This design comes from an exercise in tuning for small area on the open sky130 flow, not from production work.
Only simulation tests tie the RTL to the original design; equivalence was not proved.
No activity file was given, so power comes from the tool's default toggle rates.

==> inputs of run a <==
==> flow/design.v (excerpt) <==
module nau_ctrl (
    input  wire        clk,
    input  wire        rst,
    input  wire        cmd_valid,
    input  wire [15:0] cmd,
    output wire        cmd_ready,
    output wire        rsp_valid,
    output wire [2:0]  rsp_status,
    output wire [31:0] rsp_data,
    output wire        bus_req_valid,
    output wire [27:0] bus_req,
    input  wire        bus_rsp_valid,
    input  wire        bus_rsp_ok,
    input  wire [1:0]  bus_rsp_errk,
    input  wire [7:0]  bus_rsp_rb0,
    input  wire [7:0]  bus_rsp_rb1,
    input  wire [7:0]  bus_rsp_rb2,
    output wire        dly_req_valid,
    output wire [9:0]  dly_ms,
    input  wire        dly_done
);
export LEC_CHECK = 0
export CAP_MARGIN = 20
export CORE_MARGIN = 2
export CORE_UTILIZATION = 40
export PLACE_DENSITY = 0.6
export SLEW_MARGIN = 20
create_clock -name core_clock -period 5.0 [get_ports {clk}]
standard.sh (not shown) runs the stock make flow with config.mk's settings and CLKGATE_MAP_FILE= SYNTH_SCRIPT=/design/flow/synth_recipe.tcl, a recipe that flattens the netlist after the stock synthesis.
==> flow/flow/run.sh <==
#!/bin/bash
# Standard layout (standard.sh), except that:
#  - synthesis maps the logic with area-oriented ABC scripts (flow/synth.tcl;
#    the scripts are in flow/abc_scripts.txt, each after a "#script NAME" line)
#    and keeps the smallest result; the flip-flops are mapped before ABC, as in
#    the standard synthesis;
#  - the ports are buffered by the smallest buffer cell;
#  - the clock tree is built from one clock buffer type, without dummy loads;
#  - constant outputs share tie cells;
#  - synthesis buffers are removed at floorplan, placement is not timing-driven,
#    and the core is 60% full.
# make's output is in standard.log, and ORFS's own logs under orfs/logs.
set -euo pipefail
export FLOW_WORK=$PWD
mkdir -p abc_scripts
awk '/^#script / {f = "abc_scripts/" $2; next} {print > f}' flow/abc_scripts.txt
export FLOW_ABC_SCRIPTS="$(ls $PWD/abc_scripts/*.abc | sort | tr '\n' ' ')"
sed "s#SYNTH_SCRIPT=[^ ]*#SYNTH_SCRIPT=$PWD/flow/synth.tcl#" standard.sh > flow_standard.sh
grep -q "SYNTH_SCRIPT=$PWD/flow/synth.tcl" flow_standard.sh
bash flow_standard.sh \
  "BUFFER_PORTS_ARGS=-buffer_cell sky130_fd_sc_hd__buf_1" \
  "CTS_ARGS=-sink_clustering_enable -repair_clock_nets -dont_use_dummy_load -buf_list sky130_fd_sc_hd__clkbuf_8" \
  SKIP_REPAIR_TIE_FANOUT=1 REMOVE_ABC_BUFFERS=1 GPL_TIMING_DRIVEN=0 CORE_UTILIZATION=60 \
  finish > standard.log 2>&1
Other scripts of this flow, unchanged in this note and not shown: flow/flow/abc_scripts.txt, flow/flow/synth.tcl
==> inputs of run b, as changes to run a <==
--- a/flow/design.v
+++ b/flow/design.v
@@ -37,16 +37,16 @@
         S_CRS  = 5'd10,
         S_GR   = 5'd11,
         S_CAL  = 5'd12,
         S_PGA  = 5'd14,
         S_REF  = 5'd16,
+        S_PUR2 = 5'd17,
         S_POLL = 5'd18,
         S_CS   = 5'd19,
         S_GL1  = 5'd20,
         S_PUR1 = 5'd21,
         S_RR0  = 5'd22,
-        S_PUR2 = 5'd23,
         S_VLDO = 5'd24,
         S_CHPS = 5'd25,
         S_D10  = 5'd26,
         S_CD10 = 5'd27,
         S_LDOM = 5'd28,
@@ -58,11 +58,11 @@
     reg [9:0]  p;          
     reg [7:0]  t;          
     reg        hvalid;     
     wire       isnew = !hvalid;
     wire idle   = !sl[4] & !sl[3] & !sl[2] & !sl[1] & !sl[0];
-    wire at_ref = sl[4] & !sl[3] & !sl[2] & !sl[1];
+    wire at_ref = sl[4] & !sl[3] & !sl[2] & !sl[1] & !sl[0];
     assign cmd_ready = idle;
     wire       ldo8  = p[3];
     wire       avdds = !ldo8;
     wire [2:0] gain  = p[6:4] | (p[2:0] & {3{!isnew}});
     wire [2:0] rate  = p[9:7] | (p[2:0] & {3{!isnew}});
@@ -91,11 +91,11 @@
     end
     wire       cmd_new = (opc == OP_NEW);
     wire [4:0] entry   = (cmd_legal && (hvalid || cmd_new)) ? {1'b0, opc} : S_REF;
     wire is_dly = sl[4] & sl[3] & sl[1];
     wire is_bus = !((!sl[3] & !sl[2] & !sl[1] & !sl[0]) | (sl[4] & sl[3] & sl[1]));
-    wire is_rmw = (!sl[3] & !sl[2] & sl[0]) | (!sl[4] & sl[1] & !sl[0]) | (sl[3] & !sl[1] & !sl[0]) | (!sl[3] & sl[2] & sl[1] & !sl[0]) | (sl[4] & !sl[2] & !sl[1]);
+    wire is_rmw = !((!sl[3] & sl[2] & !sl[1]) | (sl[2] & sl[0]) | (!sl[4] & sl[3] & sl[0]) | (sl[4] & !sl[3] & !sl[1]) | (sl[4] & !sl[2] & sl[1] & !sl[0]) | (sl[4] & sl[3] & sl[1]));
     wire is_rd3 = !sl[4] & sl[2] & !sl[1] & sl[0];
     wire [4:0] addr;
     assign addr[4] = (!sl[4] & sl[2] & !sl[1] & sl[0]) | (sl[3] & sl[2] & sl[1]) | (sl[4] & sl[3] & sl[0]) | (sl[4] & sl[3] & sl[2]);
     assign addr[3] = !(!sl[3] | !sl[2] | (!sl[4] & !sl[1]));
     assign addr[2] = (sl[3] & sl[2] & sl[1]) | (sl[4] & sl[3] & sl[0]);
@@ -140,11 +140,11 @@
     wire [7:0] rb       = bus_rsp_rb0;
     wire       answered = is_dly ? dly_done : bus_rsp_valid;
     wire       bus_err  = is_bus && !bus_rsp_ok;
     wire       rev_bad  = (rb[3:0] != 4'hF);
     wire n_end = ((!sl[3] & !sl[1] & !sl[0]) | (!sl[4] & sl[2] & !sl[1] & sl[0]) | (!sl[4] & sl[3] & sl[0])) |
-                 ((sl[4] & !sl[3] & sl[2] & sl[0]) & (!rb[3] | !isnew)) |
+                 ((sl[4] & !sl[3] & !sl[1]) & (!rb[3] | !isnew)) |
                  ((sl[3] & sl[2] & !sl[1] & sl[0]) & rev_bad) |
                  ((!sl[4] & sl[2] & sl[0]) & !rb[7]) |
                  ((sl[4] & !sl[3] & !sl[2] & !sl[0]) & !rb[2]) |
                  (w & ((sl[3] & sl[2] & sl[1]) |
                        ((!sl[4] & sl[1] & sl[0]) & !pwr) |
@@ -152,22 +152,22 @@
                        ((!sl[4] & sl[2] & sl[1]) & ldo8 & !isnew)));
     wire fin = bus_err | n_end;
     wire       n_w = is_rmw & !w;
     wire [4:0] succ;
     assign succ[0] = (!sl[4] & sl[3] & sl[1]) | (sl[4] & !sl[3]) | (sl[3] & sl[2] & sl[1]);
-    assign succ[1] = !((!sl[4] & sl[2] & sl[1]) | (!sl[4] & sl[3] & sl[1]) | (sl[2] & sl[1] & sl[0]) | (sl[4] & !sl[2] & !sl[1]));
-    assign succ[2] = !((!sl[3] & !sl[1]) | (!sl[4] & !sl[0]) | (!sl[3] & !sl[2] & !sl[0]) | (!sl[2] & !sl[1] & !sl[0]) | (sl[3] & !sl[2] & sl[1] & sl[0]) | (sl[3] & sl[2] & sl[1] & !sl[0]));
-    assign succ[3] = (!sl[4] & !sl[2]) | (!sl[3] & !sl[0]) | (sl[4] & !sl[3] & sl[2] & sl[1]) | (!sl[2] & !sl[1]) | (sl[4] & !sl[1] & !sl[0]);
+    assign succ[1] = (!sl[4] & !sl[1]) | (!sl[4] & !sl[3] & !sl[2]) | (sl[4] & sl[1] & !sl[0]) | (sl[2] & !sl[1]) | (sl[3] & !sl[2] & sl[1] & sl[0]);
+    assign succ[2] = (!sl[4] & sl[1] & sl[0]) | (sl[4] & !sl[2] & !sl[1] & sl[0]) | (sl[4] & !sl[3] & sl[2] & !sl[0]) | (sl[4] & sl[3] & !sl[2] & sl[1] & !sl[0]) | (sl[4] & sl[3] & sl[2] & !sl[1]) | (sl[2] & sl[1] & sl[0]);
+    assign succ[3] = (!sl[2] & !sl[1]) | (!sl[3] & !sl[0]) | (!sl[4] & !sl[2]) | (sl[4] & !sl[1] & !sl[0]);
     assign succ[4] = (!((!sl[4] & sl[2] & sl[1] & !sl[0]) | (!sl[2] & !sl[1] & !sl[0]) | (sl[4] & sl[2] & !sl[1]))) | ((!sl[4] & sl[2] & sl[1] & !sl[0]) & !ldo8);
     wire [4:0] n_sl = n_w ? sl : succ;
     assign rsp_valid = at_ref | (!idle & answered & fin);
     wire gr_bad = rb[6] & !(rb[5] & rb[4]);     
     wire [2:0] gr_d = rb[6:4] & {3{!gr_bad}};
     wire sel_pur = sl[4] & !sl[3] & sl[0];
     wire sel_rev = sl[3] & sl[2] & sl[0];
     wire sel_gr  = sl[3] & sl[1] & sl[0];
-    wire sel_poll = sl[4] & sl[1] & !sl[0];
+    wire sel_poll = sl[4] & sl[1];
     wire [2:0] okst = {sel_rev | (sel_poll & rb[3]),
                        (sel_pur & !rb[3]) | (sel_gr & gr_bad),
                        sel_rev | (sel_gr & gr_bad)};
     assign rsp_status = at_ref ? 3'd7 : bus_err ? 3'd1 : okst;
     wire [3:0] okd;
@@ -182,11 +182,11 @@
                      (sl[4] & sl[2] & !sl[0]) & rb[4];
     assign okd[2] = (!sl[4] & sl[2] & !sl[1] & sl[0]) & bus_rsp_rb2[2] |
                      (sl[3] & sl[1] & sl[0]) & gr_d[2] |
                      (sl[3] & !sl[1] & sl[0]) & rb[2] |
                      (sl[4] & sl[2] & !sl[0]) & rb[5];
-    assign okd[3] = (!sl[4] & sl[2] & sl[1] & sl[0]) |
+    assign okd[3] = (sl[2] & sl[1] & sl[0]) |
                      (!sl[4] & sl[2] & !sl[1] & sl[0]) & bus_rsp_rb2[3] |
                      (sl[3] & sl[2] & sl[0]) & rb[3];
     wire g = (!sl[4] & sl[2] & !sl[1] & sl[0]) & bus_rsp_ok;
     wire [23:0] rd24 = {bus_rsp_rb0, bus_rsp_rb1, bus_rsp_rb2};
     assign rsp_data = {{8{g & rd24[23]}}, rd24[23:4] & {20{g}},
==> comparison table <==
| quantity | run a | run b |
|---|---|---|
| Outcome | finished clean | finished clean |
| Top cell type's share of synthesized area | 26.1% | 26.2% |
| Combined buffer and inverter count along the critical path | 1 | 2 |
| Power in the clock group | 115 µW | 113 µW |
| Register fraction of the total cell area | 28.7% | 28.6% |
| R2R setup slack | 1430 ps | 1250 ps |
| Effective utilization at floorplan | 62.2% | 62.3% |
| Met2 usage | 46.2% | 47.3% |
| Net Sw Frac | 49.4% | 51.8% |
| Number of distinct library cells after synthesis | 37 | 40 |
| GRT met1 Usage | 43.3% | 42.1% |
| Multi-input gate area in the final layout | 0.00114 mm² | 0.00115 mm² |
| Post-detailed-route via-to-cell ratio | 6.03 | 5.90 |
| Data arrival time of the critical path | 2960 ps | 3280 ps |
| Total via count in the routed design | 2432 | 2349 |
| Mapped Cells | 273 | 268 |
| Area Growth Syn to Fin | 14.3% | 15.3% |
| Layout filler cell count | 318 | 292 |
| Number of nets in the final layout | 407 | 402 |
| Synthesized-area fraction occupied by ao, oa, aoi and oai cells | 27.4% | 26.2% |
| Period utilisation layout | 79.1% | 85.6% |
| Worst-path maximum fanout | 23 | 16 |
| R2R depth | 10 | 9 |
| Power Combinational | 581 µW | 713 µW |

==> port drivers added, routing unchanged <==
How much do the figures lean on ideal ports? The routed layouts below were timed once more, with nothing changed but the port constraints. Step 1 (the two cells are an assumption about what drives the block):
set clk [get_ports {clk}]
set_driving_cell -lib_cell sky130_fd_sc_hd__clkbuf_16 $clk
set_driving_cell -lib_cell sky130_fd_sc_hd__buf_2 [delete_from_list [all_inputs] $clk]
Step 2 adds t to the input delays and takes it off the output delays; t is the mean of the earliest and latest rising clock arrival at the registers after step 1. Input paths then give back, and output paths get back, about the clock's delay inside the block. a / b / c = ideal ports / drivers / drivers and shift; a / b = the first two.
run | t, ns | setup slack, ns | hold WS [ns] | worst slew at a driven data input, ns | pins driven straight from the clock port
run a | 0.292 | 1.043 / 1.016 / 1.309 | 0.579 / 0.579 / 0.579 | 0.03 | 1
run b | 0.289 | 0.719 / 0.694 / 0.983 | 0.617 / 0.617 / 0.617 | 0.03 | 1
After both steps every run listed still meets setup and hold.
